Context: an optimization exercise on an open-source flow, tuned for small area, a short achievable clock period and few clock cycles per item. The choices shown serve that exercise and are no tape-out recipe. At most, simulation tests tie the RTL to the original design; equivalence was not proved.

==> exp/quartz: inputs <==
Design rfidmeter_core, start of the top module:
module rfidmeter_core (
    input  wire        clk,
    input  wire        rst_n,
    input  wire        rx_valid,
    input  wire [7:0]  rx_data,
    output wire        rx_ready,
    output wire        dec_valid,
    output wire [1:0]  dec_status,
    output wire [39:0] dec_id,
    input  wire        cmd_valid,
    input  wire [63:0] cmd_data,
    output wire        cmd_ready,
    output wire        rsp_valid,
    output wire [3:0]  rsp_code,
    output wire [7:0]  rsp_info,
    output wire        rsp_flag,
    output wire        st_init,
    output wire [3:0]  st_fault,
    output wire [7:0]  st_count,
    output wire        nv_req,
    output wire        nv_we,
    output wire [15:0] nv_addr,
    output wire [7:0]  nv_wdata,
    input  wire        nv_ack,
    input  wire        nv_err,
    input  wire [7:0]  nv_rdata
);
export LEC_CHECK = 0
export CAP_MARGIN = 20
export CORE_MARGIN = 2
export CORE_UTILIZATION = 40
export SLEW_MARGIN = 20
create_clock -name core_clock -period 30.0 [get_ports {clk}]
standard.sh (not shown) runs the stock make flow with config.mk's settings and CLKGATE_MAP_FILE= SYNTH_SCRIPT=/design/flow/synth_recipe.tcl, a recipe that flattens the netlist after the stock synthesis.
==> flow/flow/run.sh <==
#!/bin/bash
set -euo pipefail
bash standard.sh SETUP_SLACK_MARGIN=22.5 TNS_END_PERCENT=100 finish > standard_make.log 2>&1
==> exp/violet (differences from exp/quartz) <==
--- a/flow/design.v
+++ b/flow/design.v
@@ -235,57 +235,55 @@
             sel_i = sel_i | ({4{sel[j]}} & j[3:0]);
             r_k   = r_k   | ({24{sel[j]}} & t_k[j]);
             r_rl  = r_rl  | ({10{sel[j]}} & t_rl[j]);
             r_cr  = r_cr  | ({10{sel[j]}} & t_cr[j]);
             r_h   = r_h   | ({8{sel[j]}} & t_h[j]);
         end
     end
-    wire [36:0] r_kx  = {{13{r_k[23]}}, r_k};
-    wire [36:0] chk_d = {5'b0, nowr} - (r_kx << 10) + (r_kx << 4) + (r_kx << 3)
-                      - {27'b0, r_rl};
-    wire chk_ok = !chk_d[36];
+    wire [33:0] r_kx  = {11'b0, r_k[22:0]};
+    wire [33:0] chk_d = {2'b0, nowr} - (r_kx << 10) + (r_kx << 4) + (r_kx << 3)
+                      - {24'b0, r_rl};
+    wire chk_ok = r_k[23] || (r_k[22:0] <= QMAX && !chk_d[33]);
     wire [28:0] np = c_id[31:3];
     wire [27:0] qsum = {2'b0, np[28:3]} + {8'b0, np[28:9]} + {9'b0, np[28:10]}
                      + {13'b0, np[28:14]} + {16'b0, np[28:17]} + {19'b0, np[28:20]}
                      + {20'b0, np[28:21]} + {22'b0, np[28:23]} + {23'b0, np[28:24]}
                      + {24'b0, np[28:25]} + {26'b0, np[28:27]};
     reg  [22:0] qe;
     reg         dv2;               
     reg         cm;                
-    reg         upd_h, dv2_h, cm_h;    
+    reg         upd_h, dv2_h;          
     reg  [22:0] qw;
     reg  [9:0]  rw;
     wire [10:0] r_est = nowr[10:0] + {qe[0], 10'b0} + {qe[6:0], 4'b0} + {qe[7:0], 3'b0};
     wire        r_ge  = r_est >= 11'd1000;
     wire        q_ok  = !(upd || dv2 || cm);
-    wire        commit = cm && !cm_h;
     function [25:0] x3600(input [7:0] h);
         x3600 = ({18'b0, h} << 12) - ({18'b0, h} << 9) + ({18'b0, h} << 4);
     endfunction
     reg               f_v;
     reg [3:0]         f_i;
     reg [23:0]        f_k;
     wire [11:0]        s_t    = {2'b0, r_cr} + {2'b0, rn} - {2'b0, r_rl};    
     reg                f_b;         
     reg                f_neg;       
     reg                f_big;       
     reg [9:0]          f_sr;        
-    reg [2:0]          f_c;         
     reg [19:0]        f_r;         
-    wire [27:0]        f_sx   = {5'b0, qn} + {8'b0, f_r} - {{4{f_k[23]}}, f_k} - {5'b0, QMAX} - 28'd1 - {{25{f_c[2]}}, f_c};
-    wire               f_sat  = !f_sx[27];
     wire [25:0]        f_kun  = {{2{f_k[23]}}, f_k} - {3'b0, qn} + {3'b0, qw}
                                 + {25'b0, f_neg} - {25'b0, f_big};
-    wire [9:0]         f_crn  = f_sat ? RMAX : f_sr;
     wire [25:0]        k_sat  = {6'b0, f_r} - {3'b0, QMAX} + {3'b0, qw};
+    wire               f_sat  = ({~f_kun[25], f_kun[24:0]} < {~k_sat[25], k_sat[24:0]}) ||
+                                ((f_kun == k_sat) && (f_sr > RMAX));
+    wire [9:0]         f_crn  = f_sat ? RMAX : f_sr;
     wire [25:0]        v_val  = {6'b0, f_r} - {{2{f_k[23]}}, f_k} - {25'b0, f_b};
     reg [25:0]         v_best;
     reg [3:0]          v_bi;
     wire               v_take = (f_i == 4'd0) || ({~v_val[25], v_val[24:0]} > {~v_best[25], v_best[24:0]});
-    reg        pw_v, pw_wait;      
+    reg        pw_v;               
     reg [3:0]  pw_i;
     reg [7:0]  pw_h;
     reg        aw_v;               
     reg        ld_v;               
     reg [2:0]  ld_lane;
     reg [3:0]  ld_i;
     reg [7:0]  ld_d;
@@ -296,15 +294,15 @@
     reg [39:0] wd_id;
     reg [7:0]  wd_h;
     reg [23:0]  wd_k;
     reg [9:0]  wd_rl, wd_cr;
     reg [7:0]  w_hs;
     reg [25:0]  w_ys;
     wire fold_w = (state == S_FOLD) && f_v;
-    wire pw_go  = pw_v && !pw_wait;
+    wire pw_go  = pw_v && q_ok;
     always @(*) begin
         we_t  = 1'b0;
         we_h  = 1'b0;
         we_id = 5'd0;
         w_i   = s;
         wd_id = c_id;
         wd_h  = c_h;
@@ -368,29 +366,26 @@
     always @(posedge clk) begin
         f_i    <= sel_i;
         f_k    <= r_k;
         f_b    <= rn < r_rl;
         f_neg  <= s_t[11];
         f_big  <= !s_t[11] && (s_t >= 12'd1000);
         f_sr   <= s_t[11] ? s_t[9:0] + 10'd1000 : ((s_t >= 12'd1000) ? s_t[9:0] - 10'd1000 : s_t[9:0]);
-        f_c    <= s_t[11] ? ((s_t <= 12'd3391) ? 3'b001 : 3'b000) :    
-                  (s_t <= 12'd295)  ? 3'b000 :
-                  (s_t <= 12'd1295) ? 3'b111 : 3'b110;
         f_r    <= x3600(r_h);
         if (upd) begin
             nowr <= c_id[31:0];
             qe   <= qsum[26:4];
         end
-        if (dv2) begin
+        if (dv2 && dv2_h) begin
             qw <= qe + {22'b0, r_ge};
             rw <= r_ge ? r_est[9:0] - 10'd1000 : r_est[9:0];
         end
-        if (commit) begin
-            qn <= qw;
-            rn <= rw;
+        if (dv2 && !dv2_h) begin
+            qn <= qe + {22'b0, r_ge};
+            rn <= r_ge ? r_est[9:0] - 10'd1000 : r_est[9:0];
         end
         if (rdy) begin
             c_id <= w_id;
             c_h  <= cmd_data[63:56];
             c_r  <= cmd_data[4];
             c_op <= w_op;
             c_legal <= w_legal;
@@ -411,35 +406,27 @@
             rsp_valid   <= 1'b0;
             nv_req      <= 1'b0;
             upd         <= 1'b0;
             dv2         <= 1'b0;
             cm          <= 1'b0;
             upd_h       <= 1'b0;
             dv2_h       <= 1'b0;
-            cm_h        <= 1'b0;
             pw_v        <= 1'b0;
-            pw_wait     <= 1'b0;
             f_v         <= 1'b0;
         end else begin
             rsp_valid <= 1'b0;
             upd       <= 1'b0;
             upd_h     <= 1'b0;
             dv2       <= upd;
             dv2_h     <= upd_h;
-            if (dv2) begin
-                cm   <= 1'b1;
-                cm_h <= dv2_h;
-            end else if (commit) begin
-                cm   <= 1'b0;
-            end
+            if (dv2 && dv2_h)
+                cm <= 1'b1;
             f_v <= 1'b0;
             if (pw_go)
                 pw_v <= 1'b0;
-            else if (pw_wait && commit)
-                pw_wait <= 1'b0;
             case (state)
             S_IDLE: begin
                 if (cmd_valid) begin
                     if (adv_fast) begin
                         upd       <= 1'b1;
                         rsp_valid <= 1'b1;
                         if (w_wrap && num != 5'd0) begin
@@ -483,15 +470,14 @@
                             m <= m_low;
                         end else if (!pw_v) begin
                             if (!found) begin
                                 respond(RC_UNKNOWN, 5'd0, 1'b0);
                             end else if (chk_ok) begin
                                 respond(RC_ALLOWED, {1'b0, sel_i}, 1'b0);
                                 pw_v    <= 1'b1;
-                                pw_wait <= dv2 || (cm && !commit);
                                 pw_i    <= sel_i;
                                 pw_h    <= r_h;
                             end else begin
                                 respond(RC_DENIED, {1'b0, sel_i}, 1'b0);
                             end
                         end
                     end
@@ -506,15 +492,15 @@
                                 nv_start(rec_base(sel_i));
                             end else if (num != 5'd16) begin
                                 s       <= num[3:0];
                                 evicted <= 1'b0;
                                 num     <= num + 5'd1;
                                 idw     <= 1'b1;
                                 nv_start(rec_base(num[3:0]));
-                            end else if (q_ok) begin
+                            end else if (!upd && !cm) begin    
                                 m     <= 16'd1;
                                 sc    <= 5'd0;
                                 state <= S_VICT;
                             end
                         end
                     end
                     default: begin
@@ -565,15 +551,15 @@
                         aw_v   <= 1'b1;
                         respond(RC_OK, {1'b0, s}, evicted);
                     end
                     endcase
                 end
             end
             S_FW1: begin
-                if (cm && cm_h && !pw_v) begin
+                if (!pw_v) begin    
                     m     <= 16'd1;
                     sc    <= 5'd0;
                     state <= S_FOLD;
                 end
             end
             S_FOLD: begin
                 if (sc != num) begin
@@ -581,15 +567,14 @@
                     sc  <= sc + 5'd1;
                     f_v <= 1'b1;
                 end
                 if (f_v && ({1'b0, f_i} == num - 5'd1)) begin
                     qn    <= qw;
                     rn    <= rw;
                     cm    <= 1'b0;
-                    cm_h  <= 1'b0;
                     rdy   <= 1'b1;
                     state <= S_IDLE;
                 end
             end
             S_IR1: begin
                 if (nv_err) begin
                     nv_req <= 1'b0;
- ABC_AREA: default -> 1
- CTS_CLUSTER_DIAMETER: default -> 100
- CTS_CLUSTER_SIZE: default -> 22
==> exp/maple (differences from exp/quartz) <==
==> flow/flow/run.sh (replaced) <==
#!/bin/bash
set -euo pipefail
bash standard.sh SETUP_SLACK_MARGIN=23 TNS_END_PERCENT=100 finish > standard_make.log 2>&1
- CORE_UTILIZATION: 40 -> 55
==> exp/amber (differences from exp/quartz) <==
--- a/flow/design.v
+++ b/flow/design.v
@@ -134,15 +134,15 @@
     localparam [3:0] S_IR1   = 4'd9;
     localparam [3:0] S_ICNT  = 4'd10;
     localparam [3:0] S_ILOAD = 4'd11;
     localparam [3:0] S_CLR   = 4'd12;
     localparam [3:0] S_CMD   = 4'd13;
     reg [39:0]        t_id [0:15];
     reg [7:0]         t_h  [0:15];
-    reg [23:0]        t_k  [0:15];
+    reg signed [23:0] t_k  [0:15];
     reg [9:0]         t_rl [0:15];
     reg [9:0]         t_cr [0:15];
     reg        initialized;
     reg [3:0]  fault;
     reg [4:0]  num;
     reg [31:0] nowr;           
     reg [22:0] qn;             
@@ -198,54 +198,40 @@
     genvar g;
     generate
         for (g = 0; g < 16; g = g + 1) begin : g_live
             assign live[g]    = num > g;
             assign w_match[g] = live[g] && (t_id[g] == w_id);
         end
     endgenerate
-    wire [15:0] sel   = m;
+    wire [15:0] sel = m & ~(m - 16'd1);
     wire        found = |m;
-    wire [15:0] m_low = m & ~(m - 16'd1);
-    wire        multi = two_set(m);
-    function two_set(input [15:0] v);
-        reg [15:0] a, t;
-        integer w, k;
-        begin
-            a = v;
-            t = 16'd0;
-            for (w = 8; w >= 1; w = w / 2)
-                for (k = 0; k < w; k = k + 1) begin
-                    t[k] = t[2*k] | t[2*k+1] | (a[2*k] & a[2*k+1]);
-                    a[k] = a[2*k] | a[2*k+1];
-                end
-            two_set = t[0];
-        end
-    endfunction
     reg [3:0]   sel_i;
-    reg [23:0]  r_k;
+    reg signed [23:0] r_k;
     reg [9:0]   r_rl, r_cr;
     reg [7:0]   r_h;
     integer j;
     always @(*) begin
         sel_i = 4'd0;
-        r_k   = 24'd0;
+        r_k   = 24'sd0;
         r_rl  = 10'd0;
         r_cr  = 10'd0;
         r_h   = 8'd0;
         for (j = 0; j < 16; j = j + 1) begin
             sel_i = sel_i | ({4{sel[j]}} & j[3:0]);
             r_k   = r_k   | ({24{sel[j]}} & t_k[j]);
             r_rl  = r_rl  | ({10{sel[j]}} & t_rl[j]);
             r_cr  = r_cr  | ({10{sel[j]}} & t_cr[j]);
             r_h   = r_h   | ({8{sel[j]}} & t_h[j]);
         end
     end
-    wire [36:0] r_kx  = {{13{r_k[23]}}, r_k};
-    wire [36:0] chk_d = {5'b0, nowr} - (r_kx << 10) + (r_kx << 4) + (r_kx << 3)
-                      - {27'b0, r_rl};
+    wire signed [36:0] chk_d = $signed({5'b0, nowr})
+                             - ($signed(r_k) <<< 10)
+                             + ($signed(r_k) <<< 4)
+                             + ($signed(r_k) <<< 3)
+                             - $signed({27'b0, r_rl});
     wire chk_ok = !chk_d[36];
     wire [28:0] np = c_id[31:3];
     wire [27:0] qsum = {2'b0, np[28:3]} + {8'b0, np[28:9]} + {9'b0, np[28:10]}
                      + {13'b0, np[28:14]} + {16'b0, np[28:17]} + {19'b0, np[28:20]}
                      + {20'b0, np[28:21]} + {22'b0, np[28:23]} + {23'b0, np[28:24]}
                      + {24'b0, np[28:25]} + {26'b0, np[28:27]};
     reg  [22:0] qe;
@@ -254,80 +240,85 @@
     reg         upd_h, dv2_h, cm_h;    
     reg  [22:0] qw;
     reg  [9:0]  rw;
     wire [10:0] r_est = nowr[10:0] + {qe[0], 10'b0} + {qe[6:0], 4'b0} + {qe[7:0], 3'b0};
     wire        r_ge  = r_est >= 11'd1000;
     wire        q_ok  = !(upd || dv2 || cm);
     wire        commit = cm && !cm_h;
-    function [25:0] x3600(input [7:0] h);
-        x3600 = ({18'b0, h} << 12) - ({18'b0, h} << 9) + ({18'b0, h} << 4);
+    function signed [25:0] x3600(input [7:0] h);
+        x3600 = $signed({18'b0, h} << 12) - $signed({18'b0, h} << 9) + $signed({18'b0, h} << 4);
     endfunction
     reg               f_v;
     reg [3:0]         f_i;
-    reg [23:0]        f_k;
-    wire [11:0]        s_t    = {2'b0, r_cr} + {2'b0, rn} - {2'b0, r_rl};    
-    reg                f_b;         
-    reg                f_neg;       
-    reg                f_big;       
-    reg [9:0]          f_sr;        
-    reg [2:0]          f_c;         
-    reg [19:0]        f_r;         
-    wire [27:0]        f_sx   = {5'b0, qn} + {8'b0, f_r} - {{4{f_k[23]}}, f_k} - {5'b0, QMAX} - 28'd1 - {{25{f_c[2]}}, f_c};
+    reg signed [23:0] f_k;
+    reg [9:0]         f_rl, f_cr;
+    reg [7:0]         f_h;
+    wire signed [25:0] f_r    = x3600(f_h);
+    wire               f_b    = rn < f_rl;
+    wire signed [11:0] f_t    = $signed({2'b0, f_cr}) + $signed({2'b0, rn}) - $signed({2'b0, f_rl});
+    wire               f_neg  = f_t[11];
+    wire               f_big  = !f_t[11] && (f_t >= 12'sd1000);
+    wire signed [11:0] f_sr   = f_neg ? f_t + 12'sd1000 : (f_big ? f_t - 12'sd1000 : f_t);
+    wire signed [2:0]  f_c    = (f_t <= -12'sd705) ? 3'sd1 :
+                                (f_t <=  12'sd295) ? 3'sd0 :
+                                (f_t <= 12'sd1295) ? -3'sd1 : -3'sd2;
+    wire signed [27:0] f_sx   = $signed({5'b0, qn}) + f_r - f_k - $signed({5'b0, QMAX}) - 28'sd1 - f_c;
     wire               f_sat  = !f_sx[27];
-    wire [25:0]        f_kun  = {{2{f_k[23]}}, f_k} - {3'b0, qn} + {3'b0, qw}
-                                + {25'b0, f_neg} - {25'b0, f_big};
-    wire [9:0]         f_crn  = f_sat ? RMAX : f_sr;
-    wire [25:0]        k_sat  = {6'b0, f_r} - {3'b0, QMAX} + {3'b0, qw};
-    wire [25:0]        v_val  = {6'b0, f_r} - {{2{f_k[23]}}, f_k} - {25'b0, f_b};
-    reg [25:0]         v_best;
+    wire signed [25:0] f_kun  = f_k - $signed({3'b0, qn}) + $signed({3'b0, qw})
+                                - (f_neg ? -26'sd1 : (f_big ? 26'sd1 : 26'sd0));
+    wire [9:0]         f_crn  = f_sat ? RMAX : f_sr[9:0];
+    wire signed [25:0] v_val  = f_r - f_k - $signed({25'b0, f_b});
+    reg signed [25:0]  v_best;
     reg [3:0]          v_bi;
-    wire               v_take = (f_i == 4'd0) || ({~v_val[25], v_val[24:0]} > {~v_best[25], v_best[24:0]});
+    wire               v_take = (f_i == 4'd0) || (v_val > v_best);
     reg        pw_v, pw_wait;      
     reg [3:0]  pw_i;
     reg [7:0]  pw_h;
     reg        aw_v;               
     reg        ld_v;               
     reg [2:0]  ld_lane;
     reg [3:0]  ld_i;
     reg [7:0]  ld_d;
     reg        idw;                
     reg        we_t, we_h;
     reg [4:0]  we_id;
     reg [3:0]  w_i;
     reg [39:0] wd_id;
     reg [7:0]  wd_h;
-    reg [23:0]  wd_k;
+    reg signed [23:0] wd_k;
     reg [9:0]  wd_rl, wd_cr;
     reg [7:0]  w_hs;
-    reg [25:0]  w_ys;
+    reg signed [25:0] w_ys;
     wire fold_w = (state == S_FOLD) && f_v;
     wire pw_go  = pw_v && !pw_wait;
     always @(*) begin
         we_t  = 1'b0;
         we_h  = 1'b0;
         we_id = 5'd0;
         w_i   = s;
         wd_id = c_id;
         wd_h  = c_h;
         wd_rl = rn;
         wd_cr = RMAX;
         w_hs  = c_h;
-        w_ys  = {3'b0, qn} - {3'b0, QMAX};
+        w_ys  = $signed({3'b0, qn}) - $signed({3'b0, QMAX});
         if (fold_w) begin
             we_t  = 1'b1;
             w_i   = f_i;
             wd_rl = rw;
             wd_cr = f_crn;
+            w_hs  = f_h;
+            w_ys  = $signed({3'b0, qw}) - $signed({3'b0, QMAX});
         end else if (ld_v) begin
             w_i   = ld_i;
             wd_id = {5{ld_d}};
             wd_h  = ld_d;
             wd_rl = 10'd0;
             w_hs  = ld_d;
-            w_ys  = 26'd0 - {3'b0, QMAX};
+            w_ys  = -$signed({3'b0, QMAX});
             if (ld_lane == 3'd5) begin
                 we_h = 1'b1;
                 we_t = 1'b1;
             end else begin
                 we_id = 5'b10000 >> ld_lane;
             end
         end else if (idw) begin
@@ -336,17 +327,17 @@
             we_h  = 1'b1;
             we_t  = 1'b1;
         end else if (pw_go) begin
             we_t  = 1'b1;
             w_i   = pw_i;
             wd_cr = 10'd0;
             w_hs  = pw_h;
-            w_ys  = {3'b0, qn};
+            w_ys  = $signed({3'b0, qn});
         end
-        wd_k = fold_w ? (f_sat ? k_sat[23:0] : f_kun[23:0]) : (x3600(w_hs) + w_ys);
+        wd_k = (fold_w && !f_sat) ? f_kun[23:0] : (x3600(w_hs) + w_ys);
     end
     generate
         for (g = 0; g < 16; g = g + 1) begin : g_tab
             wire hit = (w_i == g);
             always @(posedge clk) begin
                 if (hit && we_id[4]) t_id[g][39:32] <= wd_id[39:32];
                 if (hit && we_id[3]) t_id[g][31:24] <= wd_id[31:24];
@@ -364,22 +355,17 @@
     endgenerate
     function [6:0] rec_base(input [3:0] k);
         rec_base = {1'b0, k, 2'b00} + {2'b0, k, 1'b0} + 7'd1;
     endfunction
     always @(posedge clk) begin
         f_i    <= sel_i;
         f_k    <= r_k;
-        f_b    <= rn < r_rl;
-        f_neg  <= s_t[11];
-        f_big  <= !s_t[11] && (s_t >= 12'd1000);
-        f_sr   <= s_t[11] ? s_t[9:0] + 10'd1000 : ((s_t >= 12'd1000) ? s_t[9:0] - 10'd1000 : s_t[9:0]);
-        f_c    <= s_t[11] ? ((s_t <= 12'd3391) ? 3'b001 : 3'b000) :    
-                  (s_t <= 12'd295)  ? 3'b000 :
-                  (s_t <= 12'd1295) ? 3'b111 : 3'b110;
-        f_r    <= x3600(r_h);
+        f_rl   <= r_rl;
+        f_cr   <= r_cr;
+        f_h    <= r_h;
         if (upd) begin
             nowr <= c_id[31:0];
             qe   <= qsum[26:4];
         end
         if (dv2) begin
             qw <= qe + {22'b0, r_ge};
             rw <= r_ge ? r_est[9:0] - 10'd1000 : r_est[9:0];
@@ -475,34 +461,30 @@
                         nv_req   <= 1'b1;
                         nv_we    <= 1'b1;
                         addr     <= 7'd0;
                         nv_wdata <= 8'h00;
                         state    <= S_CLR;
                     end
                     OP_CHECK: begin
-                        if (multi) begin
-                            m <= m_low;
-                        end else if (!pw_v) begin
+                        if (!pw_v) begin
                             if (!found) begin
                                 respond(RC_UNKNOWN, 5'd0, 1'b0);
                             end else if (chk_ok) begin
                                 respond(RC_ALLOWED, {1'b0, sel_i}, 1'b0);
                                 pw_v    <= 1'b1;
                                 pw_wait <= dv2 || (cm && !commit);
                                 pw_i    <= sel_i;
                                 pw_h    <= r_h;
                             end else begin
                                 respond(RC_DENIED, {1'b0, sel_i}, 1'b0);
                             end
                         end
                     end
                     OP_ADD: begin
-                        if (multi) begin
-                            m <= m_low;
-                        end else if (!pw_v) begin
+                        if (!pw_v) begin
                             if (found) begin
                                 s       <= sel_i;
                                 evicted <= 1'b0;
                                 idw     <= 1'b1;
                                 nv_start(rec_base(sel_i));
                             end else if (num != 5'd16) begin
                                 s       <= num[3:0];
==> flow/run.sh (new file) <==
#!/bin/bash
# synth_recipe.tcl (not shown) runs the flow's synth.tcl, then flattens the netlist and writes it again
# the make line also repeats each setting of config.mk as NAME=value (left out here)
make -C /OpenROAD-flow-scripts/flow DESIGN_CONFIG=/design/flow/config.mk WORK_HOME=/design/flow/orfs CLKGATE_MAP_FILE= SYNTH_SCRIPT=/design/flow/synth_recipe.tcl finish
removed: flow/flow/run.sh
removed: flow/standard.sh
==> results.json <==
{
  "nFillCells": 12700,
  "maxSlewHeadroom_pct": 8.53,
  "met2_length_um": 152000,
  "fin_area_um2": 115000,
  "cts_resized": 1039,
  "outcome": "no timing/DRC/antenna violations",
  "wl_um": 362000,
  "final_nets": 9012,
  "reg2reg_to": "u_store.t_k[4][3]",
  "crit_path_max_fanout": 3,
  "gr-usage-all-layers_pct": 40.2,
  "p_comb_share_pct": 39.7
}
The numbers above come from exp/maple.

==> results.json <==
{
  "fin_area_um2": 113000,
  "outcome": "no timing/DRC/antenna violations",
  "reg2reg_to": "u_store.t_k[8][22]",
  "cts_resized": 655,
  "nFillCells": 20900,
  "final_nets": 8854,
  "gr-usage-all-layers_pct": 29.1,
  "met2_length_um": 167000,
  "p_comb_share_pct": 35.4
}
The numbers above come from exp/quartz.

==> results.json <==
{
  "reg2reg_to": "u_store.t_k[5][22]",
  "outcome": "no timing/DRC/antenna violations",
  "met2_length_um": 173000,
  "final_nets": 10400,
  "wl_um": 392000,
  "maxSlewHeadroom_pct": 17.3,
  "cts_resized": 789,
  "nFillCells": 21800
}
The numbers above come from exp/violet.

==> results.json <==
{
  "reg2reg_to": "u_store.rsp_code[0]",
  "nFillCells": 21200,
  "avgSynthCellArea_um2": 12.7,
  "outcome": "no timing/DRC/antenna violations",
  "final_nets": 8561,
  "maxSlewHeadroom_pct": 12.1,
  "fin_area_um2": 108000,
  "crit_path_max_fanout": 28,
  "num-multi-input-gates": 4727,
  "total_power_w": 0.00953,
  "seqPwrFrac_pct": 37.0,
  "synth_area_leaders": "edfxtp_1 (54%), ha_1 (6.8%), xnor2_1 (4.6%), fa_1 (4.1%), dfxtp_1 (3.9%)",
  "p_comb_share_pct": 36.6,
  "wl_um": 348000
}
The numbers above come from exp/amber.

Testbench counts of exp/quartz, summed over its fixed seeds: cycles 15,828, commands 4,800.
Testbench counts of exp/violet, summed over its fixed seeds: cycles 15,593, commands 4,800.
Testbench counts of exp/maple, summed over its fixed seeds: cycles 15,828, commands 4,800.
Function not checked in exp/amber: the RTL went through the layout flow alone.

-- what the ideal ports hide --
Ports are ideal in the flow. The routed layouts listed here were re-timed in OpenROAD.
Step 1: set_driving_cell puts a clkbuf_16 on clk and a buf_2 on each other input, an assumption about the parent block.
Step 2 also shifts input and output timing later by t, the mid clock arrival at the registers, as if the neighbouring blocks saw the same clock.
Slacks: ideal / step 1 / step 2; pairs: ideal / step 1.
run	shift t [ns]	setup WS [ns]	worst setup path after step 2	clock arrival spread, ns	worst slew at a driven data input, ns
exp/quartz	0.964	22.175 / 22.079 / 21.396	input to register	0.080 / 0.079	0.31
exp/violet	0.883	22.376 / 22.438 / 21.555	input to register	0.085 / 0.085	0.20
exp/maple	0.947	22.400 / 22.412 / 21.504	input to register	0.072 / 0.073	0.17
exp/amber	0.953	20.108 / 20.108 / 20.108	register to register	0.075 / 0.074	0.23
After both steps every run listed still meets setup and hold. For exp/maple, which loses most, drivers alone change the setup slack by +0.012 ns; drivers and shift together by -0.896 ns.
